This design comes from an exercise in tuning for small area, a short achievable clock period and few clock cycles on the open sky130 flow, not from production work.
Where RTL was checked, it was by simulation tests only, not by an equivalence proof against the original.
No functional check of the RTL was part of runs 1 to 4.
Power is estimated from default activity; no workload was simulated.

[flow/run.sh]
#!/bin/bash
# synth_recipe.tcl (not shown) runs the flow's synth.tcl, then flattens the netlist and writes it again
# the make line also repeats each setting of config.mk as NAME=value (left out here)
make -C /OpenROAD-flow-scripts/flow DESIGN_CONFIG=/design/flow/config.mk WORK_HOME=/design/flow/orfs CLKGATE_MAP_FILE= SYNTH_SCRIPT=/design/flow/synth_recipe.tcl finish
[flow/config.mk]
export PLATFORM = sky130hd
export DESIGN_NAME = kmsig_transport
export DESIGN_NICKNAME = kmsig_transport
export VERILOG_FILES = /design/flow/design.v
export SDC_FILE = /design/flow/constraint.sdc
export NUM_CORES = 4
export LEC_CHECK = 0
export CAP_MARGIN = 20
export CORE_MARGIN = 2
export CORE_UTILIZATION = 40
export PLACE_DENSITY = 0.6
export SLEW_MARGIN = 20
[flow/constraint.sdc]
create_clock -name core_clock -period 6.0 [get_ports {clk}]
set_input_delay 1.2000 -clock core_clock [delete_from_list [all_inputs] [get_ports {clk}]]
set_output_delay 1.2000 -clock core_clock [all_outputs]
set_load 0.01 [all_outputs]
[flow/design.v]
module kmsig_transport (
    input              clk,
    input              rst,
    input              ev_valid,
    output             ev_ready,
    input      [2:0]   ev_type,
    input      [7:0]   ev_data,
    output reg         ans_valid,
    output reg [1:0]   ans_code,
    output reg [7:0]   ans_byte,
    input              init,
    input      [6:0]   init_addr,
    input              dis,
    input              ui_we,
    input      [1:0]   ui_wave,
    input      [63:0]  ui_freq,
    input      [1:0]   chg_clr,
    output             idle,
    output     [1:0]   wave,
    output     [63:0]  freq,
    output     [135:0] str0,
    output     [135:0] str1,
    output     [1:0]   chg
);
    localparam EV_ADDRW  = 3'd0;
    localparam EV_ADDRR  = 3'd1;
    localparam EV_RXBYTE = 3'd2;
    localparam EV_TXBYTE = 3'd3;
    localparam EV_TERM   = 3'd4;
    localparam EV_BUSERR = 3'd5;
    localparam ANS_NONE = 2'd0;
    localparam ANS_ACK  = 2'd1;
    localparam ANS_NACK = 2'd2;
    localparam ANS_OUT  = 2'd3;
    localparam BS_IDLE = 2'd0;
    localparam BS_RX   = 2'd1;
    localparam BS_TX   = 2'd2;
    localparam [33:0] FMAX  = 34'd12500000000;
    localparam [27:0] RMAX  = 28'd134408602;       
    reg        armed;
    reg [6:0]  slave_addr;
    reg [1:0]  bus_state;
    reg [7:0]  rxbuf [0:7];
    reg [3:0]  rxlen;
    reg [7:0]  txbuf [0:3];
    reg        tx4;           
    reg [2:0]  txidx;
    reg [30:0] resp;          
    reg        resp_valid;    
    reg        pend1;         
    reg        busy;          
    reg [1:0]  div_cnt;
    reg [6:0]  div_rem;
    reg [27:0] fr;            
    reg [3:0]  m_cnt;         
    reg [6:0]  m_carry;
    reg [1:0]  wave_r;
    reg [63:0] freq_r;
    reg [6:0]  s0 [0:14];     
    reg [6:0]  s1 [0:14];
    reg [1:0]  chg_r;
    wire in_rx   = (bus_state == BS_RX);
    wire in_tx   = (bus_state == BS_TX);
    wire [1:0] rx_words = (rxlen[1:0] == 2'd0) ? rxlen[3:2] : 2'd0;
    wire rx_has_words = in_rx && (rx_words != 2'd0);
    assign ev_ready = !(busy && rx_has_words);
    wire accept  = ev_valid && ev_ready;
    wire is_addr = (ev_type == EV_ADDRW) || (ev_type == EV_ADDRR);
    wire ends_rx = (ev_type == EV_TERM) || is_addr;
    wire deliver = accept && ends_rx && rx_has_words;
    wire addr_match = armed && (ev_data[6:0] == slave_addr);
    wire [31:0] word0 = {rxbuf[0], rxbuf[1], rxbuf[2], rxbuf[3]};
    wire [31:0] word1 = {rxbuf[4], rxbuf[5], rxbuf[6], rxbuf[7]};
    wire        exec  = deliver || pend1;
    wire [31:0] w     = pend1 ? word1 : word0;
    wire [2:0]  tag   = w[31:29];
    wire        x_wave = exec && (tag == 3'd0);
    wire        x_freq = exec && (tag == 3'd1);
    wire        x_qry  = exec && (tag == 3'd5);
    wire        x_str  = exec && (tag == 3'd7) && (w[23:21] <= 3'd4);
    wire        sel    = w[25];
    wire [2:0]  slot   = w[23:21];
    function [1:0] enc_wave(input [1:0] idx);
        case (idx)
            2'd0:    enc_wave = 2'b10;    
            2'd1:    enc_wave = 2'b11;    
            2'd2:    enc_wave = 2'b01;    
            default: enc_wave = 2'b00;    
        endcase
    endfunction
    wire [27:0] fr_cmd = (w[28:0] > {1'b0, RMAX}) ? RMAX : w[27:0];
    wire        f_sat = (|freq_r[63:34]) || (freq_r[33:0] > FMAX);
    wire [33:0] x     = freq_r[33:0] + 34'd46;      
    reg  [6:0]  d_r;
    reg  [9:0]  d_x;
    always @(*) begin
        case (div_cnt)
            2'd0:    begin d_r = {3'd0, x[33:30]}; d_x = x[29:20]; end
            2'd1:    begin d_r = div_rem;          d_x = x[19:10]; end
            default: begin d_r = div_rem;          d_x = x[9:0];   end
        endcase
    end
    wire [10:0] d_u = {4'd0, d_r} + {1'b0, d_x};    
    reg  [3:0]  d_k;                                 
    reg  [10:0] d_m;                                 
    always @(*) begin
        if      (d_u >= 11'd1023) begin d_k = 4'd11; d_m = 11'd1023; end
        else if (d_u >= 11'd930)  begin d_k = 4'd10; d_m = 11'd930;  end
        else if (d_u >= 11'd837)  begin d_k = 4'd9;  d_m = 11'd837;  end
        else if (d_u >= 11'd744)  begin d_k = 4'd8;  d_m = 11'd744;  end
        else if (d_u >= 11'd651)  begin d_k = 4'd7;  d_m = 11'd651;  end
        else if (d_u >= 11'd558)  begin d_k = 4'd6;  d_m = 11'd558;  end
        else if (d_u >= 11'd465)  begin d_k = 4'd5;  d_m = 11'd465;  end
        else if (d_u >= 11'd372)  begin d_k = 4'd4;  d_m = 11'd372;  end
        else if (d_u >= 11'd279)  begin d_k = 4'd3;  d_m = 11'd279;  end
        else if (d_u >= 11'd186)  begin d_k = 4'd2;  d_m = 11'd186;  end
        else if (d_u >= 11'd93)   begin d_k = 4'd1;  d_m = 11'd93;   end
        else                      begin d_k = 4'd0;  d_m = 11'd0;    end
    end
    wire [10:0] d_rem = d_u - d_m;
    wire [9:0]  d_dig = {d_r, 3'd0} + {2'd0, d_r, 1'b0} + {3'd0, d_r} + {6'd0, d_k};
    wire        d_last = (div_cnt == 2'd2);
    wire [3:0]  m_dig = freq_r[3:0];
    localparam [15:0] MT0 = 16'haaaa;
    localparam [15:0] MT1 = 16'hcccc;
    localparam [15:0] MT2 = 16'h5a5a;
    localparam [15:0] MT3 = 16'h39c6;
    localparam [15:0] MT4 = 16'hf83e;
    localparam [15:0] MT5 = 16'had54;
    localparam [15:0] MT6 = 16'h9b32;
    localparam [15:0] MT7 = 16'h2da4;
    localparam [15:0] MT8 = 16'hce38;
    localparam [15:0] MT9 = 16'h0fc0;
    localparam [15:0] MT10 = 16'hf000;
    wire [10:0] m_tab = {MT10[m_dig], MT9[m_dig], MT8[m_dig], MT7[m_dig], MT6[m_dig], MT5[m_dig], MT4[m_dig], MT3[m_dig], MT2[m_dig], MT1[m_dig], MT0[m_dig]};
    wire [10:0] m_sum = m_tab + {4'd0, m_carry};
    always @(posedge clk) begin
        if (rst) begin
            armed      <= 1'b0;
            bus_state  <= BS_IDLE;
            resp_valid <= 1'b0;
            ans_valid  <= 1'b0;
            pend1      <= 1'b0;
            busy       <= 1'b1;       
            div_cnt    <= 2'd0;
            m_cnt      <= 4'd0;
        end else begin
            ans_valid <= accept;
            pend1     <= deliver && (rx_words == 2'd2);
            if (accept) begin
                case (ev_type)
                    EV_ADDRW, EV_ADDRR:
                        bus_state <= !addr_match ? BS_IDLE :
                                     (ev_type == EV_ADDRW) ? BS_RX : BS_TX;
                    EV_TERM, EV_BUSERR:
                        bus_state <= BS_IDLE;
                    default: ;
                endcase
            end
            if (dis)
                armed <= 1'b0;
            if (init) begin
                armed      <= 1'b1;
                bus_state  <= BS_IDLE;
                resp_valid <= 1'b0;
            end
            if (x_qry)
                resp_valid <= 1'b1;
            if (ui_we) begin
                busy    <= 1'b1;
                div_cnt <= 2'd0;
            end else if (busy) begin
                busy    <= !d_last;
                div_cnt <= div_cnt + 2'd1;
            end
            if (x_freq)
                m_cnt <= 4'd9;
            else if (m_cnt != 4'd0)
                m_cnt <= m_cnt - 4'd1;
        end
    end
    always @(posedge clk) begin
        if (init)
            slave_addr <= init_addr;
        if (accept) begin
            ans_code <= ANS_NONE;
            case (ev_type)
                EV_ADDRW, EV_ADDRR:
                    ans_code <= addr_match ? ANS_ACK : ANS_NACK;
                EV_RXBYTE:
                    if (in_rx)
                        ans_code <= rxlen[3] ? ANS_NACK : ANS_ACK;
                EV_TXBYTE:
                    if (in_tx)
                        ans_code <= ANS_OUT;
                default: ;
            endcase
        end
        if (accept && ev_type == EV_ADDRW)
            rxlen <= 4'd0;
        if (accept && ev_type == EV_RXBYTE && in_rx && !rxlen[3]) begin
            rxbuf[rxlen[2:0]] <= ev_data;
            rxlen <= rxlen + 4'd1;
        end
        if (accept && ev_type == EV_ADDRR && addr_match) begin
            txbuf[0] <= resp_valid ? resp[7:0] : 8'h00;
            txbuf[1] <= resp[15:8];
            txbuf[2] <= resp[23:16];
            txbuf[3] <= {1'b0, resp[30:24]};
            tx4      <= resp_valid;
            txidx    <= 3'd0;
        end
        if (accept && ev_type == EV_TXBYTE && in_tx) begin
            if (txidx == 3'd0 || (tx4 && !txidx[2])) begin
                ans_byte <= txbuf[txidx[1:0]];
                txidx    <= txidx + 3'd1;
            end else begin
                ans_byte <= 8'hFF;
            end
        end
        if (x_qry)
            resp <= {enc_wave(wave_r), 1'b0, fr};
        if (busy) begin
            div_rem <= d_rem[6:0];
            fr      <= (d_last && f_sat) ? RMAX : {fr[17:0], d_dig};
        end
        if (x_freq)
            fr <= fr_cmd;
        if (x_freq)
            m_carry <= 7'd0;
        else
            m_carry <= m_sum[10:4];
    end
    always @(posedge clk) begin
        if (rst) begin
            wave_r <= 2'd3;
            freq_r <= 64'd0;
            chg_r  <= 2'b00;
        end else begin
            if (x_wave)
                wave_r <= {w[5] | w[2], w[4] | w[1]};
            if (x_freq)
                freq_r <= {35'd0, w[28:0]};
            else if (m_cnt != 4'd0)
                freq_r[35:0] <= {m_sum[3:0], freq_r[35:4]};
            if (ui_we) begin
                wave_r <= ui_wave;
                freq_r <= ui_freq;
            end
            chg_r <= (chg_r | ({1'b0, x_str} << sel)) & ~chg_clr;
        end
    end
    genvar g;
    generate
        for (g = 0; g < 15; g = g + 1) begin : g_str
            localparam [2:0] SL = g / 3;
            localparam       FI = g % 3;
            wire [6:0] fld = (FI == 0) ? w[20:14] : (FI == 1) ? w[13:7] : w[6:0];
            wire hit  = x_str && (slot == SL);
            wire hitz = x_str && (FI == 0) && (g > 0) && (slot == SL - 3'd1);
            always @(posedge clk) begin
                if (rst) begin
                    s0[g] <= 7'd0;
                    s1[g] <= 7'd0;
                end else begin
                    if ((hit || hitz) && !sel) s0[g] <= hit ? fld : 7'd0;
                    if ((hit || hitz) &&  sel) s1[g] <= hit ? fld : 7'd0;
                end
            end
            assign str0[8*g +: 8] = {1'b0, s0[g]};
            assign str1[8*g +: 8] = {1'b0, s1[g]};
        end
    endgenerate
    assign str0[135:120] = 16'd0;
    assign str1[135:120] = 16'd0;
    assign idle = !pend1 && !busy && (m_cnt == 4'd0);
    assign wave = wave_r;
    assign freq = freq_r;
    assign chg  = chg_r;
endmodule
==> impl_metrics.csv, run 1 <==
group,metric,value,unit
setup_path,max_stage_delay,430,ps
synth,yosys-top-cells-area,"dfxtp_1, edfxtp_1, a211oi_1",
setup_path,path_common_cell,"a21oi_2",
synth,syn_inst,2205,
setup_path,cp_data_required_time,6310,ps
setup_path,crit_path_max_fanout,4,
sta,whs,413,ps
setup_path,startpoint,"freq_r[1]",
synth,ys_ff_latch,482,
die,start_util,0.403,
die,chipHeight,239,um
sta,finalCritPeriodShare,1.03,
die,num_rows,86,
setup_path,r2r.worst_path.cells,30,
setup_path,arrival,6490,ps
clock_tree,clk_pin_slew,60,ps
clock_tree,cts_buffers,52,
placed_design,gp_congestion,0.856,
clock_tree,cts.sinks,482,
sta,rsz0062_at_grt,"true",
setup_path,crit_buf_inv,3,
min_path,worstHoldStart,"resp[22]",
die,pin_count,445,
min_path,min_path_cells,0,
global_route,grt_pass1_vias,18000,
clock_tree,insertion_delay,600,ps
final_layout,nNetsFinal,2820,
clock_tree,htreeDepth,2,
clock_tree,ctsHoldBuffers,0,
clock_tree,cts_buffer_depth,3,
global_route,grt-ovfl-total,0,
sta,slew_violations,0,
outcome,so.violations,"setup timing",
die,die_w,239,um
min_path,min_path_type,"reg -> reg",
global_route,grtUsageTotal,0.259,
job,cap_violations,0,
global_route,grt_max_degree,174,
global_route,gr-usage-met1,0.341,
routing,drtAntennaViolNets,0,
setup_path,critPathLaunchType,"flop",
synth,synth_top_cell_by_area,"dfxtp_1",
outcome,status,"complete, but fails checks",
synth,avgSynthCellArea,10.0,um^2
routing,drc,0,
synth,synth.distinct_cells,93,
power,p_leak,0.0107,uW
placed_design,port-buffer-count,382,
sta,setup_ws,-177,ps
sta,finalSetupViolCount,4,
routing,num_vias,18300,
sta,fmax,162,MHz
synth,synth_edf_count,181,
sta,tightest_slew,1040,ps
routing,vias_per_cell,5.38,
sta,relSlewSlack,0.285,
final_layout,drive_gt1_frac,0.148,
power,p_per_area,371,nW/um^2
routing,drtIter0Drc,1057,
global_route,grt_pass1_wl,113,mm
final_layout,area_delta_synth_final,33.2,%
global_route,busiest_layer,"met2",
setup_path,cp-end-kind,"flop",
routing,first_pass_iters,5,
final_layout,final_core_util,0.537,
clock_tree,cts_tree,"yes",
global_route,antenna_found_initial,0,
routing,wl,75.6,mm
synth,yosysTopAreaCellShare,0.272,
clock_tree,cts_root_buf,"clkbuf_16",
power,peakVddDrop,0.258,mV
setup_path,path_depth,30,
global_route,met2_usage,0.430,
die,die_area,57300,um^2
synth,synthArstFlopShare,0,
sta,fin_crit,6180,ps
synth,synth_warnings,4,
final_layout,num_antenna_cells,0,
synth,synth.cell_area,22100,um^2
die,core_area,54900,um^2
global_route,grt_use_met3,0.0675,
synth,ys_seq_area_frac,0.518,
setup_path,cp_top_family,"compound AO/OA/AOI/OAI gates",
setup_path,slowest_stage,"fa_1",
setup_path,regToRegStartpoint,"freq_r[1]",
synth,synth-main-ff-cell,"dfxtp_1",
setup_path,crit_type,"reg -> reg",
routing,detail_route.wl_per_cell,22.2,um
sta,skew,29.8,ps
sta,hold_viol,0,
placed_design,post-dp-hpwl,54.6,mm
[cell type report]
type                       instances  area [um^2]
inverter                          62          233
clock inverter                    17          195
multi-input combinational       1488         9820
fill                            4803        25400
clock buffer                      76         1570
sequential                       482        11500
tap                              704          881
timing repair buffer             571         5310
[synth_stat cells (33+ instances only)]
master and n:
a21oi_1 126, dfxtp_1 301, ha_1 60, o21ai_0 40
mux2i_1 65, buf_4 62, a211oi_1 201, clkbuf_1 115
nor2_1 375, xor2_1 33, nand3_1 33, edfxtp_1 181
nand2_1 75, nor3_1 68, inv_1 62
[placed cells by master, fill, tap and decap left out, types with 17 or more instances in the layout]
cell             synthesis  final
a211oi_1               201    200
a21o_1                  18     17
a21oi_1                126    112
buf_4                   62    183
clkbuf_16                0     57
clkdlybuf4s50_1          0    380
conb_1                   1     62
dfxtp_1                301    290
edfxtp_1               181    181
ha_1                    60     55
inv_1                   62     59
mux2i_1                 65     50
nand2_1                 75     74
nand3_1                 33     32
nor2_1                 375    370
nor3_1                  68     62
nor3b_1                 30     30
nor4_1                  20     17
o21ai_0                 40     36
xnor2_1                 31     31
xor2_1                  33     30
[worst paths after layout]
check	slack, ps	to
setup / recovery	-180	fr[9]
hold / removal	410	txbuf[2][6]
setup reg to reg	-180	fr[9]
hold reg to reg	410	txbuf[2][6]
[metal layers]
metal | up-vias | routed length, um
li1 | 8709 | -
met5 | - | 0
met2 | 544 | 35600
met3 | 102 | 5350
met1 | 8925 | 33100
met4 | 0 | 1530
[flip-flops by register name, indices dropped and copies added (netlist names), 2 cells and up]
signal	cells
txidx	3
slave_addr	7
resp	30
rxlen	4
ans_byte	8
s1	105
rxbuf	64
ans_code	2
fr	28
m_cnt	4
freq_r	64
s0	105
div_cnt	2
m_carry	7
div_rem	7
chg_r	2
txbuf	30
wave_r	2
bus_state	2
[stage by stage]
stage               setup TNS, ps  total power, uW  std cells  setup slack, ps  cell area, um^2
detailed placement           -986             7510       3288             -278            27400
global placement             -995             7480       3288             -309            27400
finish                       -385            11000       3400             -177            29500
floorplan                   -69.3             6190       2266            -69.3            22600
CTS                          -167            10900       3388             -127            29300
global route                -2250            11500       3400             -502            29500
[worst register-to-register path, delay by kind of cell (launching register included)]
kind / cells / cell delay (ps)
compound gates: 13 / 2530
simple gates: 7 / 820
flops: 1 / 350
xor+xnor: 2 / 320
fa+ha+maj: 5 / 1640
buf+inv: 3 / 260
[kinds of logic (layout without fill, tap and decap cells)]
group | after synthesis | in the layout | share of synthesized area
AO/OA/AOI/OAI | 514 | 514 | 0.161
XOR/XNOR | 64 | 64 | 0.0253
adder cells (fa/ha/maj) | 71 | 71 | 0.0438
buffers and inverters | 296 | 726 | 0.0692
flip-flops | 482 | 482 | 0.518
multiplexers | 71 | 71 | 0.0329
other | 1 | 62 | 0.000169
AND/OR/NAND/NOR | 706 | 706 | 0.150
[where the power goes]
part           total [uW]  internal (uW)  switching (uW)
registers            3920           3760             157
logic                3760           1740            2020
clock network        3280           1940            1330
[timing repair]
action / CTS / global route
setup endpoints to repair: 7 / 10
pin swaps: 37 / 11
setup buffers: 7 / 12
resized for setup: 28 / 18
==> run 2, diff against run 1 <==
--- a/flow/config.mk
+++ b/flow/config.mk
@@ -6,7 +6,9 @@
 export NUM_CORES = 4
 export LEC_CHECK = 0
+export ABC_CLOCK_PERIOD_IN_PS = 3000
 export CAP_MARGIN = 20
 export CORE_MARGIN = 2
 export CORE_UTILIZATION = 40
 export PLACE_DENSITY = 0.6
+export SETUP_SLACK_MARGIN = 2.5
 export SLEW_MARGIN = 20
==> impl_metrics.csv, run 2 <==
group,metric,value,unit
sta,fin_crit,6220,ps
routing,first_pass_iters,5,
sta,setup_ws,-223,ps
job,cap_violations,0,
min_path,min_path_type,"reg -> reg",
setup_path,r2r.worst_path.cells,32,
routing,drtAntennaViolNets,0,
power,p_per_area,378,nW/um^2
power,p_leak,0.0108,uW
setup_path,crit_path_max_fanout,3,
die,num_rows,86,
power,internal_power,7630,uW
power,switching_power,3650,uW
setup_path,r2r-end,"fr[8]",
setup_path,max_stage_delay,430,ps
setup_path,cp-end-kind,"flop",
setup_path,cp_data_required_time,6330,ps
synth,synth_adder_area_share,0.0438,
routing,vias_per_cell,5.36,
placed_design,pre_cts_slack,-290,ps
sta,slew_violations,0,
routing,num_vias,18300,
sta,fin_tns_setup,-709,ps
synth,yosys-top-cells-area,"dfxtp_1, edfxtp_1, a211oi_1",
clock_tree,cts_buffers,52,
global_route,grt-ovfl-total,0,
synth,ys_ff_latch,482,
final_layout,final_cell_mix,"clkdlybuf4s50_1, nor2_1, dfxtp_1",
outcome,status,"complete, but fails checks",
die,die_w,239,um
min_path,worstHoldStart,"fr[26]",
synth,avgSynthCellArea,10.0,um^2
synth,synth.distinct_cells,93,
synth,synth_top_family_by_area,"compound AO/OA/AOI/OAI gates",
clock_tree,insertion_delay,630,ps
synth,ys_seq_area_frac,0.518,
min_path,min_path_cells,0,
power,power_frac_comb,0.366,
die,start_util,0.403,
final_layout,reg_top3,"s0: 105 flops, s1: 105 flops",
final_layout,num_antenna_cells,0,
clock_tree,cts_root_buf,"clkbuf_16",
clock_tree,cts_tree,"yes",
sta,rsz0062_at_grt,"true",
setup_path,slowest_stage,"fa_1",
global_route,grt_max_degree,171,
min_path,holdPathEnd,"resp[26]",
power,p_sw_frac,0.324,
clock_tree,cts.sinks,482,
synth,synth.cell_area,22100,um^2
sta,hold_viol,0,
synth,synth_compound_area_frac,0.161,
power,power_frac_seq,0.347,
clock_tree,clk_pin_slew,60,ps
routing,drtIter0Drc,1305,
sta,tightest_slew,925,ps
placed_design,post-dp-hpwl,54.0,mm
setup_path,arrival,6550,ps
setup_path,r2r_slack,-220,ps
global_route,grt_pass1_wl,112,mm
synth,yosysTopAreaCellShare,0.272,
final_layout,mostFrequentLayoutCell,"clkdlybuf4s50_1",
synth,synth-main-ff-cell,"dfxtp_1",
placed_design,dp_cells,3282,
sta,relSlewSlack,0.366,
sta,finalCritPeriodShare,1.04,
synth,syn_inst,2205,
synth,synthXorXnorAreaFrac,0.0253,
placed_design,gp_congestion,0.868,
outcome,so.violations,"setup timing",
die,chipHeight,239,um
final_layout,nNetsFinal,2836,
synth,synth-simple-area-share,0.150,
routing,drc,0,
synth,yosysMostFrequentCell,"nor2_1",
clock_tree,htreeDepth,2,
synth,synth_warnings,4,
die,core_area,54900,um^2
placed_design,port-buffer-count,382,
global_route,antenna_found_initial,1,
die,pin_count,445,
final_layout,drive_gt1_frac,0.162,
setup_path,critPathLaunchType,"flop",
synth,synthMuxAreaShare,0.0329,
final_layout,stdcell_count,3421,
final_layout,area_delta_synth_final,34.9,%
clock_tree,cts_buffer_depth,3,
die,die_area,57300,um^2
sta,fmax,161,MHz
routing,wl,76.1,mm
synth,synthArstFlopShare,0,
synth,synth_common_cells,"nor2_1, dfxtp_1, a211oi_1, edfxtp_1, a21oi_1",
power,clkPwrFrac,0.288,
global_route,grt_pass1_vias,17900,
global_route,grtUsageTotal,0.258,
sta,finalSetupViolCount,4,
synth,synth_top_cell_by_area,"dfxtp_1",
final_layout,final_core_util,0.544,
routing,detail_route.wl_per_cell,22.2,um
setup_path,regToRegStartpoint,"freq_r[9]",
sta,whs,415,ps
setup_path,crit_type,"reg -> reg",
power,peakVddDrop,0.264,mV
synth,synth_edf_count,181,
sta,skew,42.7,ps
## run 2: repair_timing
action | 4_1_cts | 5_1_grt
gates resized for setup | 70 | 35
setup buffers | 29 | 11
gates cloned | 0 | 1
hold buffers | 0 | 0
endpoints found under the setup margin | 281 | 217
pin swaps | 39 | 31
hold endpoints to repair | 0 | 0
## run 2: kinds of logic (layout without fill, tap and decap cells)
logic type,after synthesis,in the layout
AO/OA/AOI/OAI,514,514
XOR/XNOR,64,64
adder cells (fa/ha/maj),71,71
buffers and inverters,296,747
flip-flops,482,482
multiplexers,71,71
other,1,62
AND/OR/NAND/NOR,706,706
## run 2: power by group through the flow
stage          clock [uW]  sequential [uW]  combinational [uW]
4_1_cts              3300             3910                3870
2_1_floorplan           0             3990                2220
3_5_place_dp            0             3980                3510
5_1_grt              3420             3940                4490
6_report             3250             3910                4120
3_3_place_gp            0             3970                3480
## run 2: worst max path at each step
| stage | from | depth (start not counted) | endpoint | slack [ps] |
|---|---|---|---|---|
| 5_1_grt | freq_r[9] | 33 | fr[9] | -500 |
| 3_3_place_gp | freq_r[1] | 31 | fr[8] | -100 |
| 3_5_place_dp | freq_r[1] | 31 | fr[8] | -290 |
| 2_1_floorplan | freq_r[6] | 31 | fr[9] | -70 |
| 6_report | freq_r[9] | 32 | fr[8] | -220 |
| 4_1_cts | freq_r[9] | 32 | fr[8] | -100 |
## run 2: worst max-delay path, delay by kind of cell, from the launching register on
| family | cells | cell delay [ps] |
|---|---|---|
| compound gates | 11 | 1730 |
| fa+ha+maj | 6 | 1670 |
| simple gates | 8 | 1280 |
| buf+inv | 5 | 520 |
| flops | 1 | 350 |
| xor+xnor | 2 | 350 |
## run 2: area by class of cell
| cell class | instances | area, um^2 |
|---|---|---|
| fillers | 4862 | 25000 |
| flip-flops and latches | 482 | 11500 |
| multi-input cells | 1488 | 10000 |
| repair buffers | 586 | 5480 |
| clock buffers | 67 | 1440 |
| well taps | 704 | 881 |
| clock inverters | 31 | 312 |
| inverters | 62 | 236 |
| repair inverters | 1 | 7.51 |
## run 2: metrics by stage
step,cell area [um^2],power (uW)
after floorplan,22600,6210
after detailed placement,27300,7490
after global placement,27300,7450
after global routing,29900,11800
after CTS,29600,11100
final,29900,11300
## run 2: metal layers
metal  global-route usage  up-vias  part of all wire
met4               0.0761        2             0.025
met1                0.333     8896              0.42
met5                    0        -           0.00011
li1                     -     8730                 -
met3               0.0783      118             0.085
met2                0.416      602              0.47
==> run 3, diff against run 2 <==
--- a/flow/design.v
+++ b/flow/design.v
@@ -91,34 +91,50 @@
     wire [27:0] fr_cmd = (w[28:0] > {1'b0, RMAX}) ? RMAX : w[27:0];
     wire        f_sat = (|freq_r[63:34]) || (freq_r[33:0] > FMAX);
-    wire [33:0] x     = freq_r[33:0] + 34'd46;      
-    reg  [6:0]  d_r;
-    reg  [9:0]  d_x;
+    wire        c1    = (freq_r[9:0] >= 10'd978);
+    wire        c2    = c1 && (&freq_r[19:10]);
+    wire        c3    = c2 && (&freq_r[29:20]);
+    reg  [9:0]  d_x;         
+    reg         d_c;         
     always @(*) begin
         case (div_cnt)
-            2'd0:    begin d_r = {3'd0, x[33:30]}; d_x = x[29:20]; end
-            2'd1:    begin d_r = div_rem;          d_x = x[19:10]; end
-            default: begin d_r = div_rem;          d_x = x[9:0];   end
+            2'd1:    begin d_x = freq_r[29:20]; d_c = c2; end
+            2'd2:    begin d_x = freq_r[19:10]; d_c = c1; end
+            default: begin d_x = freq_r[9:0];   d_c = 1'b0; end
         endcase
     end
-    wire [10:0] d_u = {4'd0, d_r} + {1'b0, d_x};    
-    reg  [3:0]  d_k;                                 
-    reg  [10:0] d_m;                                 
+    wire        d_last = (div_cnt == 2'd3);
+    wire [7:0]  d_r  = d_last ? ({1'b0, div_rem} + 8'd46) : {1'b0, div_rem};
+    wire        d_wrap = (div_cnt == 2'd1) ? c3 : (div_cnt == 2'd2) ? c2 : c1;
+    wire [10:0] d_s  = {3'd0, d_r} + {1'b0, d_x} + {10'd0, d_c};
+    wire [10:0] d_u  = {d_s[10] & !d_wrap, d_s[9:0]};    
+    reg  [3:0]  d_k;                                     
+    reg  [6:0]  d_m;                                     
     always @(*) begin
-        if      (d_u >= 11'd1023) begin d_k = 4'd11; d_m = 11'd1023; end
-        else if (d_u >= 11'd930)  begin d_k = 4'd10; d_m = 11'd930;  end
-        else if (d_u >= 11'd837)  begin d_k = 4'd9;  d_m = 11'd837;  end
-        else if (d_u >= 11'd744)  begin d_k = 4'd8;  d_m = 11'd744;  end
-        else if (d_u >= 11'd651)  begin d_k = 4'd7;  d_m = 11'd651;  end
-        else if (d_u >= 11'd558)  begin d_k = 4'd6;  d_m = 11'd558;  end
-        else if (d_u >= 11'd465)  begin d_k = 4'd5;  d_m = 11'd465;  end
-        else if (d_u >= 11'd372)  begin d_k = 4'd4;  d_m = 11'd372;  end
-        else if (d_u >= 11'd279)  begin d_k = 4'd3;  d_m = 11'd279;  end
-        else if (d_u >= 11'd186)  begin d_k = 4'd2;  d_m = 11'd186;  end
-        else if (d_u >= 11'd93)   begin d_k = 4'd1;  d_m = 11'd93;   end
-        else                      begin d_k = 4'd0;  d_m = 11'd0;    end
-    end
-    wire [10:0] d_rem = d_u - d_m;
-    wire [9:0]  d_dig = {d_r, 3'd0} + {2'd0, d_r, 1'b0} + {3'd0, d_r} + {6'd0, d_k};
-    wire        d_last = (div_cnt == 2'd2);
+        if      (d_u >= 11'd1023) begin d_k = 4'd11; d_m = 7'd127; end
+        else if (d_u >= 11'd930)  begin d_k = 4'd10; d_m = 7'd34;  end
+        else if (d_u >= 11'd837)  begin d_k = 4'd9;  d_m = 7'd69;  end
+        else if (d_u >= 11'd744)  begin d_k = 4'd8;  d_m = 7'd104; end
+        else if (d_u >= 11'd651)  begin d_k = 4'd7;  d_m = 7'd11;  end
+        else if (d_u >= 11'd558)  begin d_k = 4'd6;  d_m = 7'd46;  end
+        else if (d_u >= 11'd465)  begin d_k = 4'd5;  d_m = 7'd81;  end
+        else if (d_u >= 11'd372)  begin d_k = 4'd4;  d_m = 7'd116; end
+        else if (d_u >= 11'd279)  begin d_k = 4'd3;  d_m = 7'd23;  end
+        else if (d_u >= 11'd186)  begin d_k = 4'd2;  d_m = 7'd58;  end
+        else if (d_u >= 11'd93)   begin d_k = 4'd1;  d_m = 7'd93;  end
+        else                      begin d_k = 4'd0;  d_m = 7'd0;   end
+    end
+    wire [6:0]  d_rem = d_u[6:0] - d_m;                  
+    localparam [127:0] RT0 = 128'h000000000aaaaaaaaaaaaaaaaaaaaaaa;
+    localparam [127:0] RT1 = 128'h00000000066666666666666666666666;
+    localparam [127:0] RT2 = 128'h0000000014b4b4b4b4b4b4b4b4b4b4b4;
+    localparam [127:0] RT3 = 128'h000000000d926d926d926d926d926d92;
+    localparam [127:0] RT4 = 128'h0000000016db4924b6db4924b6db4924;
+    localparam [127:0] RT5 = 128'h0000000018e38e38c71c71c738e38e38;
+    localparam [127:0] RT6 = 128'h000000001f03f03f07e07e07c0fc0fc0;
+    localparam [127:0] RT7 = 128'h000000001ffc003ff8007ff800fff000;
+    localparam [127:0] RT8 = 128'h000000001fffffc000007fffff000000;
+    localparam [127:0] RT9 = 128'h000000001fffffffffff800000000000;
+    wire [9:0]  d_r11 = {RT9[div_rem], RT8[div_rem], RT7[div_rem], RT6[div_rem], RT5[div_rem], RT4[div_rem], RT3[div_rem], RT2[div_rem], RT1[div_rem], RT0[div_rem]};
+    wire [9:0]  d_dig = d_r11 + {6'd0, d_k};
     wire [3:0]  m_dig = freq_r[3:0];
     localparam [15:0] MT0 = 16'haaaa;
@@ -222,6 +238,7 @@
             resp <= {enc_wave(wave_r), 1'b0, fr};
         if (busy) begin
-            div_rem <= d_rem[6:0];
-            fr      <= (d_last && f_sat) ? RMAX : {fr[17:0], d_dig};
+            div_rem <= (div_cnt == 2'd0) ? {2'd0, {1'b0, freq_r[33:30]} + {4'd0, c3}} : d_rem;
+            if (div_cnt != 2'd0)
+                fr  <= (d_last && f_sat) ? RMAX : {fr[17:0], d_dig};
         end
         if (x_freq)
--- a/flow/config.mk
+++ b/flow/config.mk
@@ -6,9 +6,7 @@
 export NUM_CORES = 4
 export LEC_CHECK = 0
-export ABC_CLOCK_PERIOD_IN_PS = 3000
 export CAP_MARGIN = 20
 export CORE_MARGIN = 2
 export CORE_UTILIZATION = 40
 export PLACE_DENSITY = 0.6
-export SETUP_SLACK_MARGIN = 2.5
 export SLEW_MARGIN = 20
==> impl_metrics.csv, run 3 <==
group,metric,value,unit
sta,whs,378,ps
clock_tree,htreeDepth,2,
setup_path,critPathLaunchType,"flop",
die,die_area,57100,um^2
routing,wl_met1,30.6,mm
global_route,grt_pass1_wl,108,mm
min_path,min_path_type,"reg -> reg",
setup_path,arrival,6050,ps
setup_path,cp-end-kind,"flop",
synth,ys_ff_latch,482,
job,cap_violations,0,
routing,drtAntennaViolNets,0,
routing,vias_per_cell,5.46,
routing,met3_length,4.95,mm
setup_path,cp_data_required_time,6320,ps
final_layout,final_core_util,0.525,
global_route,grt-ovfl-total,0,
routing,detail_route.wl_per_cell,21.3,um
sta,fin_tns_setup,0,ps
outcome,status,"finished clean",
synth,synth-main-ff-cell,"dfxtp_1",
final_layout,nFillCells,5127,
final_layout,final_cell_mix,"nor2_1, clkdlybuf4s50_1, dfxtp_1",
die,die_w,239,um
routing,dr_wl_met2,35.2,mm
synth,synth_warnings,4,
synth,yosysMostFrequentCell,"nor2_1",
clock_tree,cts_root_buf,"clkbuf_16",
power,p_per_area,379,nW/um^2
routing,drc,0,
final_layout,multiInputGateArea,9790,um^2
final_layout,reg_top3,"s0: 105 flops, s1: 105 flops",
global_route,grt_pass1_vias,17500,
clock_tree,cts.sinks,482,
synth,synth_edf_count,181,
global_route,antenna_found_initial,2,
die,chipHeight,239,um
sta,hold_viol,0,
sta,fin_crit,5730,ps
synth,avgSynthCellArea,9.60,um^2
synth,ys_seq_area_frac,0.519,
clock_tree,clk_pin_slew,60,ps
die,start_util,0.403,
clock_tree,insertion_delay,620,ps
power,p_leak,0.0102,uW
synth,yosysTopAreaCellShare,0.273,
routing,drtIter0Drc,1522,
setup_path,crit_type,"reg -> reg",
power,power,10900,uW
sta,relSlewSlack,0.282,
min_path,min_path_cells,0,
setup_path,r2r.worst_path.cells,27,
synth,syn_inst,2302,
synth,synthArstFlopShare,0,
final_layout,nNetsFinal,2837,
final_layout,mostFrequentLayoutCell,"nor2_1",
sta,skew,45.7,ps
die,pin_count,445,
setup_path,max_stage_delay,540,ps
die,num_rows,86,
synth,synth.distinct_cells,89,
die,core_area,54900,um^2
placed_design,post-dp-hpwl,52.2,mm
clock_tree,cts_buffers,53,
sta,finalSetupViolCount,0,
synth,synth.cell_area,22100,um^2
sta,finalCritPeriodShare,0.955,
sta,slew_violations,0,
routing,top_layer_used,"met5",
final_layout,area_delta_synth_final,30.4,%
synth,synth_common_cells,"nor2_1, dfxtp_1, a211oi_1, edfxtp_1, a21oi_1",
global_route,grtUsageTotal,0.248,
placed_design,pre_cts_slack,-29.9,ps
clock_tree,cts_buffer_depth,3,
placed_design,port-buffer-count,382,
setup_path,crit_path_max_fanout,3,
global_route,grt_max_degree,168,
synth,synth_top_cell_by_area,"dfxtp_1",
synth,yosys-top-cells-area,"dfxtp_1, edfxtp_1, nor2_1",
final_layout,final-seq-area,11500,um^2
sta,tightest_slew,1050,ps
routing,wl,73.2,mm
clock_tree,cts_tree,"yes",
final_layout,drive_gt1_frac,0.101,
power,peakVddDrop,0.231,mV
sta,fmax,174,MHz
final_layout,num_antenna_cells,0,
sta,setup_ws,268,ps
routing,first_pass_iters,5,
placed_design,gp_congestion,0.946,
setup_path,slowest_stage,"or4_4",
routing,num_vias,18800,
run 3: changes by cell type after synthesis, sizes merged, moves of 12 or more:
cell,before,now
a21oi,127,145
xor2,33,14
nor3b,30,3
and3,16,4
o2bb2ai,15,3
nor2,378,422
o21ai,44,74
nand2,76,137
run 3: logic make-up after synthesis:
kind of cell | after synthesis | synth area share
flip-flops | 482 | 0.519
AO/OA/AOI/OAI | 562 | 0.172
XOR/XNOR | 48 | 0.0190
adder cells (fa/ha/maj) | 60 | 0.0350
other | 1 | 0.000170
AND/OR/NAND/NOR | 795 | 0.160
multiplexers | 74 | 0.0349
buffers and inverters | 280 | 0.0597
run 3: metal layers:
layer	track usage	vias up
li1	-	8903
met1	0.330	8997
met2	0.410	713
met3	0.0424	135
met4	0.0843	2
met5	0	-
run 3: worst paths after layout:
path,start,slack (ps),endpoint
hold reg to reg,resp[17],380,txbuf[2][1]
setup / recovery,freq_r[12],270,div_rem[4]
hold / removal,resp[17],380,txbuf[2][1]
setup reg to reg,freq_r[12],270,div_rem[4]
run 3: where the power goes:
part | total [uW] | leakage (uW) | internal, uW | switching, uW
registers | 3830 | 0.00415 | 3640 | 194
clock network | 3380 | 0.000870 | 2000 | 1380
logic | 3710 | 0.00520 | 1620 | 2090
total | 10900 | 0.0102 | 7260 | 3660
run 3: cell type report:
| type | instances | share of cell area |
|---|---|---|
| Clock buffer | 66 | 0.0484 |
| Timing Repair Buffer | 495 | 0.163 |
| Tap cell | 704 | 0.0306 |
| Sequential cell | 482 | 0.398 |
| Multi-Input combinational cell | 1601 | 0.340 |
| Clock inverter | 34 | 0.0141 |
| Inverter | 52 | 0.00690 |
run 3: through the flow:
step,std cells,cell area (um^2)
2_1_floorplan,2363,22300
3_3_place_gp,3332,26900
3_5_place_dp,3332,26900
4_1_cts,3432,28700
5_1_grt,3434,28800
6_report,3434,28800
run 3: critical path, delay by kind of cell (launching register included):
family / cells / cell delay, ps
AOI/OAI and AO/OA: 7 / 1030
xor gates and xnor gates: 2 / 310
adders and majority gates: 4 / 1150
buffers and inverters: 4 / 440
DFF: 1 / 330
and+or+nand+nor: 10 / 2180
run 3: timing repair:
item | in CTS | in global routing
pin swaps | 0 | 8
setup buffers | 0 | 2
hold endpoints to repair | 0 | 0
setup endpoints to repair | 3 | 11
hold buffers | 0 | 0
gates resized for setup | 1 | 25
==> run 4, diff against run 3 <==
--- a/flow/config.mk
+++ b/flow/config.mk
@@ -6,7 +6,9 @@
 export NUM_CORES = 4
 export LEC_CHECK = 0
+export ABC_CLOCK_PERIOD_IN_PS = 3000
 export CAP_MARGIN = 20
 export CORE_MARGIN = 2
 export CORE_UTILIZATION = 40
 export PLACE_DENSITY = 0.6
+export SETUP_SLACK_MARGIN = 2.5
 export SLEW_MARGIN = 20
==> impl_metrics.csv, run 4 <==
group,metric,value,unit
sta,tightest_slew,1150,ps
min_path,min_path_cells,0,
setup_path,arrival,5780,ps
sta,fmax,183,MHz
global_route,grt_pass1_wl,111,mm
synth,synth_common_cells,"nor2_1, dfxtp_1, a211oi_1, edfxtp_1, a21oi_1",
setup_path,critPathLaunchType,"flop",
synth,synth.distinct_cells,89,
sta,skew,21.9,ps
synth,synth_edf_count,181,
synth,yosys-top-cells-area,"dfxtp_1, edfxtp_1, nor2_1",
outcome,status,"finished clean",
synth,syn_inst,2302,
setup_path,cp_data_required_time,6320,ps
final_layout,area_delta_synth_final,37.0,%
placed_design,dp_cells,3306,
setup_path,r2r.worst_path.cells,25,
routing,drtAntennaViolNets,0,
synth,ys_seq_area_frac,0.519,
synth,synth_warnings,4,
clock_tree,cts.sinks,482,
final_layout,mostFrequentLayoutCell,"nor2_1",
power,p_per_area,385,nW/um^2
setup_path,slowest_stage,"or4_4",
sta,rsz0062_at_grt,"true",
die,start_util,0.403,
global_route,grtUsageTotal,0.256,
power,p_leak,0.0108,uW
sta,relSlewSlack,0.213,
die,chipHeight,239,um
setup_path,cp-end-kind,"flop",
clock_tree,htreeDepth,2,
setup_path,crit_type,"reg -> reg",
sta,fin_tns_setup,0,ps
sta,finalCritPeriodShare,0.909,
sta,fin_crit,5460,ps
synth,avgSynthCellArea,9.60,um^2
sta,setup_ws,543,ps
global_route,grt-ovfl-total,0,
synth,yosysTopAreaCellShare,0.273,
clock_tree,ctsHoldBuffers,0,
placed_design,port-buffer-count,382,
global_route,antenna_found_initial,1,
final_layout,drive_gt1_frac,0.159,
routing,vias_per_cell,5.52,
sta,slew_violations,0,
die,pin_count,445,
final_layout,num_antenna_cells,0,
placed_design,pre_cts_slack,66.0,ps
setup_path,max_stage_delay,530,ps
die,die_w,239,um
final_layout,final_cell_mix,"nor2_1, clkdlybuf4s50_1, dfxtp_1",
die,die_area,57100,um^2
synth,synth_top_cell_by_area,"dfxtp_1",
routing,drtIter0Drc,1588,
clock_tree,insertion_delay,600,ps
min_path,min_path_type,"reg -> reg",
routing,num_vias,19400,
sta,finalSetupViolCount,0,
clock_tree,cts_buffers,52,
final_layout,reg_top3,"s0: 105 flops, s1: 105 flops",
die,num_rows,86,
global_route,grt_max_degree,183,
die,core_area,54900,um^2
clock_tree,cts_buffer_depth,3,
final_layout,stdcell_count,3514,
sta,hold_viol,0,
routing,detail_route.wl_per_cell,21.9,um
routing,drc,0,
synth,synth.cell_area,22100,um^2
global_route,grt_pass1_vias,17900,
job,cap_violations,0,
synth,ys_ff_latch,482,
synth,synthArstFlopShare,0,
synth,yosysMostFrequentCell,"nor2_1",
clock_tree,clk_pin_slew,60,ps
routing,first_pass_iters,5,
clock_tree,cts_root_buf,"clkbuf_16",
routing,wl,76.9,mm
setup_path,crit_path_max_fanout,5,
clock_tree,cts_tree,"yes",
final_layout,nNetsFinal,2920,
placed_design,gp_congestion,0.920,
synth,synth-main-ff-cell,"dfxtp_1",
power,peakVddDrop,0.347,mV
placed_design,post-dp-hpwl,53.2,mm
run 4: cell count changes in the layout (fill, tap and decap cells not counted), sizes merged, moves of 4 or more:
cell	change
buf	+78
clkdlybuf4s50	-5
clkinv	-11
dlymetal6s2s	+4
bufinv	-5
clkbuf	+13
run 4: final cells by class:
type | instances | area (um^2)
Fill cell | 4844 | 24600
Sequential cell | 482 | 11500
Multi-Input combinational cell | 1605 | 10600
Timing Repair Buffer | 575 | 5500
Clock buffer | 77 | 1440
Tap cell | 704 | 881
Clock inverter | 19 | 206
Inverter | 52 | 205
run 4: power by group:
part	leakage, uW	internal [uW]	switching, uW
clock	0.000794	1790	1330
combinational	0.00584	2160	2540
sequential	0.00416	3640	206
total	0.0108	7590	4070
run 4: repair_timing:
action	CTS	global route
resized for setup	79	110
endpoints found under the setup margin	260	257
buffers inserted	60	46
pin swaps	46	60
gates cloned	4	2
run 4: stage by stage:
stage          hold slack, ps  utilization  area [um^2]  total power [uW]
2_1_floorplan             400            -        22500              6280
3_3_place_gp              402        0.489        26800              7420
3_5_place_dp              405        0.489        26800              7420
4_1_cts                   407        0.534        29300             11000
5_1_grt                   423        0.551        30300             12200
6_report                  412        0.551        30300             11700
run 4: worst max-delay path: cells and delay by family (launching register included):
kind                     cells  cell delay [ps]
flip-flops                   1              360
adder cells (fa/ha/maj)      4             1070
XOR/XNOR                     2              440
AND/OR/NAND/NOR              9             1970
buffers and inverters        3              360
AO/OA/AOI/OAI                7              970
run 4: path summary, 6_finish.rpt:
path	from	end	slack [ps]
max	freq_r[15]	fr[6]	540
min	resp[15]	txbuf[1][7]	410
max reg2reg	freq_r[15]	fr[6]	540
min reg2reg	resp[15]	txbuf[1][7]	410
run 4: cells by family after synthesis:
logic type / count (synthesis) / share of synthesized area
simple gates: 795 / 0.160
compound gates: 562 / 0.172
flops: 482 / 0.519
buf+inv: 280 / 0.0597
mux: 74 / 0.0349
fa+ha+maj: 60 / 0.0350
xor+xnor: 48 / 0.0190
other cells: 1 / 0.000170
run 4: routing by layer:
layer | vias up | track usage | share of wire
met3 | 176 | 0.0318 | 0.059
met2 | 768 | 0.424 | 0.48
met5 | - | 0 | 0
met1 | 9379 | 0.339 | 0.42
li1 | 9073 | - | -
met4 | 0 | 0.103 | 0.042
==> run 5, diff against run 4 <==
--- a/flow/design.v
+++ b/flow/design.v
@@ -50,6 +50,12 @@
     reg        pend1;         
     reg        busy;          
-    reg [1:0]  div_cnt;
+    reg [2:0]  div_cnt;
+    reg        div_cy;        
+    reg [2:0]  div_sel;       
+    reg        div_c;         
     reg [6:0]  div_rem;
+    reg [3:0]  div_a;         
+    reg [6:0]  div_b;         
+    reg [6:0]  div_b35;       
     reg [27:0] fr;            
     reg [3:0]  m_cnt;         
@@ -91,38 +97,53 @@
     wire [27:0] fr_cmd = (w[28:0] > {1'b0, RMAX}) ? RMAX : w[27:0];
     wire        f_sat = (|freq_r[63:34]) || (freq_r[33:0] > FMAX);
-    wire        c1    = (freq_r[9:0] >= 10'd978);
-    wire        c2    = c1 && (&freq_r[19:10]);
-    wire        c3    = c2 && (&freq_r[29:20]);
-    reg  [9:0]  d_x;         
-    reg         d_c;         
-    always @(*) begin
-        case (div_cnt)
-            2'd1:    begin d_x = freq_r[29:20]; d_c = c2; end
-            2'd2:    begin d_x = freq_r[19:10]; d_c = c1; end
-            default: begin d_x = freq_r[9:0];   d_c = 1'b0; end
-        endcase
-    end
-    wire        d_last = (div_cnt == 2'd3);
-    wire [7:0]  d_r  = d_last ? ({1'b0, div_rem} + 8'd46) : {1'b0, div_rem};
-    wire        d_wrap = (div_cnt == 2'd1) ? c3 : (div_cnt == 2'd2) ? c2 : c1;
-    wire [10:0] d_s  = {3'd0, d_r} + {1'b0, d_x} + {10'd0, d_c};
-    wire [10:0] d_u  = {d_s[10] & !d_wrap, d_s[9:0]};    
-    reg  [3:0]  d_k;                                     
-    reg  [6:0]  d_m;                                     
-    always @(*) begin
-        if      (d_u >= 11'd1023) begin d_k = 4'd11; d_m = 7'd127; end
-        else if (d_u >= 11'd930)  begin d_k = 4'd10; d_m = 7'd34;  end
-        else if (d_u >= 11'd837)  begin d_k = 4'd9;  d_m = 7'd69;  end
-        else if (d_u >= 11'd744)  begin d_k = 4'd8;  d_m = 7'd104; end
-        else if (d_u >= 11'd651)  begin d_k = 4'd7;  d_m = 7'd11;  end
-        else if (d_u >= 11'd558)  begin d_k = 4'd6;  d_m = 7'd46;  end
-        else if (d_u >= 11'd465)  begin d_k = 4'd5;  d_m = 7'd81;  end
-        else if (d_u >= 11'd372)  begin d_k = 4'd4;  d_m = 7'd116; end
-        else if (d_u >= 11'd279)  begin d_k = 4'd3;  d_m = 7'd23;  end
-        else if (d_u >= 11'd186)  begin d_k = 4'd2;  d_m = 7'd58;  end
-        else if (d_u >= 11'd93)   begin d_k = 4'd1;  d_m = 7'd93;  end
-        else                      begin d_k = 4'd0;  d_m = 7'd0;   end
-    end
-    wire [6:0]  d_rem = d_u[6:0] - d_m;                  
+    wire [9:0]  n_x = ({10{div_sel[2]}} & freq_r[29:20]) |
+                      ({10{div_sel[1]}} & freq_r[19:10]) |
+                      ({10{div_sel[0]}} & freq_r[9:0]);     
+    wire [4:0]  n_h = n_x[9:5];
+    wire [4:0]  n_l = n_x[4:0];
+    localparam [31:0] TQ0 = 32'h38e38e38;
+    localparam [31:0] TQ1 = 32'hc0fc0fc0;
+    localparam [31:0] TQ2 = 32'hfff000;
+    localparam [31:0] TQ3 = 32'hff000000;
+    localparam [31:0] TT0 = 32'h38e38e38;
+    localparam [31:0] TT1 = 32'hf81f81f8;
+    localparam [31:0] TT2 = 32'hc0e3f1c0;
+    localparam [31:0] TT3 = 32'hff03fe00;
+    localparam [31:0] TT4 = 32'hfffc0000;
+    localparam [31:0] TT5 = 32'h92492492;
+    localparam [31:0] TT6 = 32'h24924924;
+    localparam [31:0] TA0 = 32'hc71c71c7;
+    localparam [31:0] TA1 = 32'h3f03f03f;
+    localparam [31:0] TA2 = 32'h381c7e38;
+    localparam [31:0] TA3 = 32'h3fe07fc0;
+    localparam [31:0] TA4 = 32'h3fff8000;
+    localparam [31:0] TA5 = 32'hadb6db6d;
+    localparam [31:0] TA6 = 32'hf6db6db6;
+    localparam [31:0] TB0 = 32'h30820820;
+    localparam [31:0] TB1 = 32'h4804804;
+    localparam [31:0] TB2 = 32'h84020904;
+    localparam [31:0] TB3 = 32'h4900920;
+    localparam [31:0] TB4 = 32'h4924000;
+    localparam [31:0] TB5 = 32'h20000000;
+    localparam [31:0] TB6 = 32'h0;
+    wire [3:0]  n_q   = {TQ3[n_h], TQ2[n_h], TQ1[n_h], TQ0[n_h]};        
+    wire [6:0]  n_t   = {TT6[n_h], TT5[n_h], TT4[n_h], TT3[n_h], TT2[n_h], TT1[n_h], TT0[n_h]};        
+    wire [6:0]  n_t35 = {TA6[n_h], TA5[n_h], TA4[n_h], TA3[n_h], TA2[n_h], TA1[n_h], TA0[n_h]};        
+    wire [6:0]  n_t58 = {TB6[n_h], TB5[n_h], TB4[n_h], TB3[n_h], TB2[n_h], TB1[n_h], TB0[n_h]};        
+    wire [6:0]  n_s   = n_t + {2'd0, n_l};
+    wire [7:0]  n_s35 = {1'b0, n_t35} + {3'd0, n_l};
+    wire [6:0]  n_s58 = n_t58 + {2'd0, n_l};
+    wire        n_c   = n_s35[7];               
+    wire [3:0]  n_a   = n_q + {3'd0, n_c};      
+    wire [6:0]  n_b   = n_c ? n_s35[6:0] : n_s;  
+    wire [6:0]  n_b35 = n_c ? n_s58 : n_s35[6:0];  
+    wire        d_last = (div_cnt == 3'd3);
+    wire        d_fix  = (div_cnt == 3'd4);
+    wire [7:0]  d_s0 = {1'b0, div_rem} + {1'b0, div_b};
+    wire [7:0]  d_s1 = {1'b0, div_rem} + {1'b0, div_b35};
+    wire        d_c  = d_s1[7];
+    wire [6:0]  d_rem = d_c ? d_s1[6:0] : d_s0[6:0];
+    wire        d_c1 = d_s0 >= 8'd47;
+    wire        d_c2 = d_s0 >= 8'd140;
     localparam [127:0] RT0 = 128'h000000000aaaaaaaaaaaaaaaaaaaaaaa;
     localparam [127:0] RT1 = 128'h00000000066666666666666666666666;
@@ -136,5 +157,7 @@
     localparam [127:0] RT9 = 128'h000000001fffffffffff800000000000;
     wire [9:0]  d_r11 = {RT9[div_rem], RT8[div_rem], RT7[div_rem], RT6[div_rem], RT5[div_rem], RT4[div_rem], RT3[div_rem], RT2[div_rem], RT1[div_rem], RT0[div_rem]};
-    wire [9:0]  d_dig = d_r11 + {6'd0, d_k};
+    wire [9:0]  d_p   = d_r11 + {6'd0, div_a};
+    wire [9:0]  fr_lo = fr[9:0] + {9'd0, div_c};
+    wire [27:0] fr_fx = fr + {26'd0, div_cy, div_c & !div_cy};
     wire [3:0]  m_dig = freq_r[3:0];
     localparam [15:0] MT0 = 16'haaaa;
@@ -159,5 +182,5 @@
             pend1      <= 1'b0;
             busy       <= 1'b1;       
-            div_cnt    <= 2'd0;
+            div_cnt    <= 3'd0;
             m_cnt      <= 4'd0;
         end else begin
@@ -185,8 +208,8 @@
             if (ui_we) begin
                 busy    <= 1'b1;
-                div_cnt <= 2'd0;
+                div_cnt <= 3'd0;
             end else if (busy) begin
-                busy    <= !d_last;
-                div_cnt <= div_cnt + 2'd1;
+                busy    <= !d_fix;
+                div_cnt <= div_cnt + 3'd1;
             end
             if (x_freq)
@@ -237,8 +260,19 @@
         if (x_qry)
             resp <= {enc_wave(wave_r), 1'b0, fr};
+        if (rst || ui_we)
+            div_sel <= 3'b100;
+        else if (busy)
+            div_sel <= {1'b0, div_sel[2:1]};
         if (busy) begin
-            div_rem <= (div_cnt == 2'd0) ? {2'd0, {1'b0, freq_r[33:30]} + {4'd0, c3}} : d_rem;
-            if (div_cnt != 2'd0)
-                fr  <= (d_last && f_sat) ? RMAX : {fr[17:0], d_dig};
+            div_a   <= n_a;
+            div_b   <= n_b;
+            div_rem <= (div_cnt == 3'd0) ? {3'd0, freq_r[33:30]} : d_rem;
+            div_b35 <= n_b35;
+            div_c   <= d_last ? d_c1 : (d_c && (div_cnt != 3'd0));
+            div_cy  <= d_c2;
+            if (d_fix)
+                fr  <= f_sat ? RMAX : fr_fx;
+            else if (div_cnt != 3'd0)
+                fr  <= {fr[17:10], fr_lo, d_p};
         end
         if (x_freq)
==> flow/flow/run.sh (new file) <==
#!/bin/bash
# The standard layout, with the ports buffered by the smallest buffer cell.
set -euo pipefail
bash standard.sh "BUFFER_PORTS_ARGS=-buffer_cell sky130_fd_sc_hd__buf_1" finish > standard_flow.log 2>&1
==> flow/standard.sh (new file) <==
#!/bin/bash
# synth_recipe.tcl (not shown) runs the flow's synth.tcl, then flattens the netlist and writes it again
# the make line also repeats each setting of config.mk as NAME=value (left out here)
make -C /OpenROAD-flow-scripts/flow DESIGN_CONFIG=/design/flow/config.mk WORK_HOME=/design/flow/orfs CLKGATE_MAP_FILE= SYNTH_SCRIPT=/design/flow/synth_recipe.tcl "${@:-finish}"
removed: flow/run.sh
==> impl_metrics.csv, run 5 <==
group,metric,value,unit
outcome,status,"finished clean",
clock_tree,cts_root_buf,"clkbuf_16",
synth,synth.distinct_cells,88,
sta,finalCritPeriodShare,0.592,
synth,ys_ff_latch,506,
routing,drc,0,
placed_design,pre_cts_slack,1610,ps
synth,avgSynthCellArea,9.89,um^2
routing,drtIter0Drc,2235,
die,core_area,60200,um^2
clock_tree,cts.sinks,506,
global_route,grt-ovfl-total,0,
routing,num_vias,20600,
job,cap_violations,0,
clock_tree,cts_buffer_depth,3,
sta,fmax,282,MHz
clock_tree,htreeDepth,2,
final_layout,nNetsFinal,3018,
synth,ys_seq_area_frac,0.498,
synth,synth_top_cell_by_area,"dfxtp_1",
global_route,grtUsageTotal,0.239,
sta,slew_violations,0,
synth,yosysTopAreaCellShare,0.251,
die,die_area,62900,um^2
global_route,grt_max_degree,217,
power,p_leak,0.0104,uW
synth,synth_warnings,4,
sta,tightest_slew,1190,ps
synth,synth.cell_area,24400,um^2
setup_path,critPathLaunchType,"flop",
placed_design,gp_congestion,0.868,
synth,synth_edf_count,201,
clock_tree,clk_pin_slew,60,ps
power,p_per_area,371,nW/um^2
placed_design,dpl_cell_area,26400,um^2
die,start_util,0.404,
synth,synth-main-ff-cell,"dfxtp_1",
routing,first_pass_iters,7,
min_path,min_path_type,"reg -> reg",
setup_path,cp_data_required_time,6370,ps
sta,fin_tns_setup,0,ps
setup_path,crit_type,"reg -> reg",
placed_design,post-dp-hpwl,55.2,mm
routing,vias_per_cell,5.63,
final_layout,mostFrequentLayoutCell,"buf_1",
final_layout,nFillCells,5686,
synth,yosys-top-cells-area,"dfxtp_1, edfxtp_1, a211oi_1",
power,power,10800,uW
min_path,min_path_cells,0,
sta,rsz0062_at_grt,"true",
final_layout,post-route-cell-area,29000,um^2
routing,wl,79.2,mm
clock_tree,insertion_delay,620,ps
final_layout,area_delta_synth_final,19.1,%
setup_path,crit_path_max_fanout,7,
synth,synthArstFlopShare,0,
routing,drtAntennaViolNets,0,
final_layout,reg_top3,"s0: 105 flops, s1: 105 flops",
sta,setup_ws,2450,ps
synth,syn_inst,2464,
final_layout,drive_gt1_frac,0.114,
sta,fin_crit,3550,ps
global_route,grt_pass1_wl,116,mm
final_layout,final_core_util,0.482,
die,die_w,251,um
die,num_rows,90,
setup_path,arrival,3920,ps
global_route,antenna_found_initial,3,
synth,synth_common_cells,"nor2_1, dfxtp_1, edfxtp_1, a211oi_1, nand2_1",
clock_tree,cts_tree,"yes",
final_layout,final_cell_mix,"buf_1, nor2_1, dfxtp_1",
die,pin_count,445,
setup_path,r2r.worst_path.cells,16,
sta,skew,16.2,ps
sta,relSlewSlack,0.206,
synth,yosysMostFrequentCell,"nor2_1",
setup_path,cp-end-kind,"flop",
die,chipHeight,251,um
global_route,grt_pass1_vias,18800,
clock_tree,cts_buffers,55,
power,peakVddDrop,0.240,mV
sta,hold_viol,0,
routing,detail_route.wl_per_cell,21.6,um
sta,finalSetupViolCount,0,
placed_design,port-buffer-count,382,
run 5: stage by stage:
stage,instances,hold slack (ps)
6_report,3666,414
5_1_grt,3665,423
4_1_cts,3633,417
3_5_place_dp,3503,405
3_3_place_gp,3503,402
2_1_floorplan,2525,400
run 5: critical path, stage by stage, from the launching register on:
cell      delay [ps]
dfxtp_4          370
a222oi_1         410
buf_4            230
buf_4            130
buf_4            150
xor2_4           220
a221oi_2         110
nor2_1           210
ha_2             240
inv_1             50
fa_1             400
inv_1             80
a21oi_1           60
o21bai_1         190
buf_4            140
xor2_1            60
mux2_4           260
run 5: layout make-up:
type                    instances  area [um^2]  area share
flip-flops and latches        506        12200       0.419
multi-input cells            1716        11400       0.394
repair buffers                484         2330      0.0802
clock buffers                  84         1630      0.0562
well taps                     782          978      0.0337
inverters                      74          278     0.00957
clock inverters                19          191     0.00660
diodes                          1         2.50   0.0000862
run 5: path summary, 6_finish.rpt:
kind / from / slack, ps / end
setup / recovery: div_sel[0] / 2450 / div_b35[4]
hold / removal: resp[8] / 410 / txbuf[1][0]
setup reg to reg: div_sel[0] / 2450 / div_b35[4]
hold reg to reg: resp[8] / 410 / txbuf[1][0]
run 5: timing repair:
item	CTS	global route
pin swaps	11	22
hold buffers	0	0
hold endpoints to repair	0	0
cloned	5	1
endpoints found under the setup margin	99	92
gates resized for setup	32	60
setup buffers	22	31
run 5: cells by family after synthesis:
| family | count (synthesis) | synth area share |
|---|---|---|
| buffers and inverters | 307 | 0.0595 |
| and+or+nand+nor | 800 | 0.152 |
| adders and majority gates | 90 | 0.0486 |
| AOI/OAI and AO/OA | 586 | 0.171 |
| xor gates and xnor gates | 82 | 0.0301 |
| other | 1 | 0.000154 |
| DFF | 506 | 0.498 |
| muxes | 92 | 0.0403 |
run 5: where the power goes:
group | switching (uW) | internal, uW
combinational | 1770 | 1340
sequential | 383 | 3890
clock | 1410 | 1970
total | 3560 | 7200
run 5: routing by layer:
metal	up-vias	GRT usage	share of wire
met2	878	0.379	0.46
met1	10100	0.332	0.43
met3	119	0.0464	0.081
li1	9601	-	-
met5	-	0	0
met4	0	0.0698	0.027
Testbench counts of run 5, summed over its fixed seeds: cycles 13,673.
==> run 6, diff against run 5 <==
--- a/flow/config.mk
+++ b/flow/config.mk
@@ -9,6 +9,6 @@
 export CAP_MARGIN = 20
 export CORE_MARGIN = 2
-export CORE_UTILIZATION = 40
-export PLACE_DENSITY = 0.6
+export CORE_UTILIZATION = 60
+export PLACE_DENSITY = 0.7
 export SETUP_SLACK_MARGIN = 2.5
 export SLEW_MARGIN = 20
==> impl_metrics.csv, run 6 <==
group,metric,value,unit
final_layout,mostFrequentLayoutCell,"nor2_1",
global_route,grt_max_degree,218,
placed_design,dp_cells,3247,
setup_path,r2r.worst_path.cells,15,
final_layout,drive_gt1_frac,0.113,
sta,fin_tns_setup,0,ps
die,pin_count,445,
synth,yosysMostFrequentCell,"nor2_1",
min_path,worstHoldStart,"resp[10]",
synth,syn_inst,2464,
die,chipHeight,206,um
routing,drtIter0Drc,2457,
synth,synthArstFlopShare,0,
synth,avgSynthCellArea,9.89,um^2
routing,num_vias,20900,
final_layout,nFillCells,3057,
clock_tree,clk_pin_slew,60,ps
outcome,status,"finished clean",
routing,drtAntennaViolNets,0,
final_layout,final_cell_mix,"nor2_1, buf_1, dfxtp_1",
synth,yosysTopAreaCellShare,0.251,
final_layout,num_antenna_cells,0,
synth,synth_top_cell_by_area,"dfxtp_1",
global_route,grtUsageTotal,0.337,
synth,synth.cell_area,24400,um^2
synth,synth_edf_count,201,
die,num_rows,73,
synth,ys_ff_latch,506,
synth,synth.distinct_cells,88,
setup_path,regToRegStartpoint,"freq_r[17]",
sta,tightest_slew,1120,ps
clock_tree,htreeDepth,2,
placed_design,gp_congestion,0.944,
setup_path,crit_path_max_fanout,19,
clock_tree,cts_tree,"yes",
placed_design,post-dp-hpwl,51.3,mm
global_route,grt_pass1_wl,109,mm
global_route,antenna_found_initial,0,
routing,wl,74.7,mm
routing,detail_route.wl_per_cell,21.9,um
final_layout,multiInputGateArea,11400,um^2
setup_path,cp_data_required_time,6360,ps
clock_tree,cts_buffer_depth,3,
synth,yosys-top-cells-area,"dfxtp_1, edfxtp_1, a211oi_1",
die,die_area,42200,um^2
global_route,grt_pass1_vias,18600,
final_layout,area_delta_synth_final,17.3,%
final_layout,final-seq-area,12200,um^2
setup_path,critPathLaunchType,"flop",
routing,drc,0,
sta,fin_crit,3550,ps
global_route,grt-ovfl-total,0,
final_layout,nNetsFinal,3020,
synth,ys_seq_area_frac,0.498,
setup_path,arrival,3920,ps
placed_design,port-buffer-count,382,
sta,finalCritPeriodShare,0.592,
job,cap_violations,0,
die,core_area,39900,um^2
power,peakVddDrop,0.277,mV
sta,rsz0062_at_grt,"true",
power,p_leak,0.0104,uW
synth,synth_warnings,4,
clock_tree,insertion_delay,600,ps
power,power,10700,uW
synth,synth_common_cells,"nor2_1, dfxtp_1, edfxtp_1, a211oi_1, nand2_1",
min_path,min_path_type,"reg -> reg",
sta,slew_violations,0,
sta,finalSetupViolCount,0,
sta,fmax,281,MHz
sta,skew,15.3,ps
sta,hold_viol,0,
routing,vias_per_cell,6.13,
sta,relSlewSlack,0.254,
power,p_per_area,373,nW/um^2
synth,synth-main-ff-cell,"dfxtp_1",
final_layout,stdcell_count,3405,
die,start_util,0.610,
clock_tree,cts_root_buf,"clkbuf_16",
setup_path,crit_type,"reg -> reg",
min_path,min_path_cells,0,
setup_path,cp-end-kind,"flop",
routing,first_pass_iters,7,
die,die_w,206,um
setup_path,startpoint,"freq_r[17]",
clock_tree,cts.sinks,506,
clock_tree,cts_buffers,51,
final_layout,reg_top3,"s0: 105 flops, s1: 105 flops",
==> run 6: area by class of cell <==
type	instances	share of cell area
Tap cell	525	0.0230
Inverter	74	0.00972
Clock buffer	80	0.0554
Multi-Input combinational cell	1714	0.399
Clock inverter	14	0.00596
Timing Repair Buffer	492	0.0812
Sequential cell	506	0.426
==> run 6: cells by family (layout without fill, tap and decap cells) <==
group,Yosys count,in the layout,synth area share
fa+ha+maj,90,90,0.0486
flops,506,506,0.498
xor+xnor,82,82,0.0301
mux,92,92,0.0403
buf+inv,307,660,0.0595
other cells,1,62,0.000154
compound gates,586,586,0.171
simple gates,800,802,0.152
==> run 6: routing by layer <==
metal | vias to the layer above | wire length, um | track usage | share of wire
li1 | 9605 | - | - | -
met5 | - | 0 | 0 | 0
met3 | 168 | 6730 | 0.0531 | 0.090
met4 | 0 | 2600 | 0.116 | 0.035
met2 | 1083 | 34200 | 0.521 | 0.46
met1 | 10000 | 31100 | 0.482 | 0.42
==> run 6: timing repair <==
item	in CTS	in global routing
hold buffers	0	0
gates cloned	2	2
pin swaps	7	35
buffers inserted	15	45
gates resized for setup	18	69
setup endpoints to repair	88	51
==> run 6: path summary, 6_finish.rpt <==
| kind | slack [ps] | endpoint |
|---|---|---|
| max reg2reg | 2450 | div_b35[6] |
| max | 2450 | div_b35[6] |
| min | 410 | txbuf[1][2] |
| min reg2reg | 410 | txbuf[1][2] |
==> run 6: through the flow <==
stage                util  setup slack (ps)  cell area (um^2)  hold WS, ps
finish              0.716              2450             28600          411
floorplan               -              2160             24700          400
CTS                 0.701              2430             28000          407
detailed placement  0.652              1790             26000          405
global route        0.716              2290             28600          421
global placement    0.652              1970             26000          404
==> run 6: critical path, stage by stage, from the launching register on <==
cell	delay (ps)
dfxtp_1	410
a222oi_1	400
buf_4	350
nor2_1	190
a221oi_1	290
nor2_1	120
ha_1	210
inv_1	80
fa_1	200
inv_1	50
a21oi_1	200
o21bai_1	130
a21oi_1	190
nor3b_2	60
a211o_1	260
a21o_1	170
==> run 6: where the power goes <==
part           internal [uW]  switching, uW  total (uW)
clock                   1950           1350        3300
sequential              3890            388        4280
combinational           1330           1760        3090
total                   7170           3500       10700

[what the ideal ports hide]
No port has a modelled driver above. Below, the same layouts with a new extraction and two added sets of constraints.
Step 1 sets driving cells, clkbuf_16 on the clock port and buf_2 on the other inputs (assumed; they add their load-dependent delay and slew).
Step 2, shift: input delay + t, output delay - t, t = (earliest + latest rising clock arrival at the registers) / 2. This alone moves slack from input paths to output paths.
a / b / c = ideal ports / drivers / drivers and shift; a / b = the first two.
| run | t (ns) | slack for setup (ns) | worst hold slack (ns) | worst slew at a driven data input, ns |
|---|---|---|---|---|
| run 1 | 0.645 | -0.177 / -0.177 / -0.177 | 0.413 / 0.413 / 0.413 | 0.13 |
| run 2 | 0.664 | -0.223 / -0.223 / -0.223 | 0.415 / 0.415 / 0.415 | 0.13 |
| run 3 | 0.659 | 0.268 / 0.268 / 0.268 | 0.378 / 0.378 / 0.378 | 0.06 |
| run 4 | 0.652 | 0.543 / 0.543 / 0.543 | 0.412 / 0.412 / 0.412 | 0.06 |
| run 5 | 0.667 | 2.450 / 2.450 / 2.018 | 0.414 / 0.414 / 0.414 | 0.10 |
| run 6 | 0.655 | 2.446 / 2.446 / 2.070 | 0.411 / 0.411 / 0.411 | 0.06 |
For run 5, which loses most, drivers alone change the setup slack by 0.000 ns; drivers and shift together by -0.432 ns.
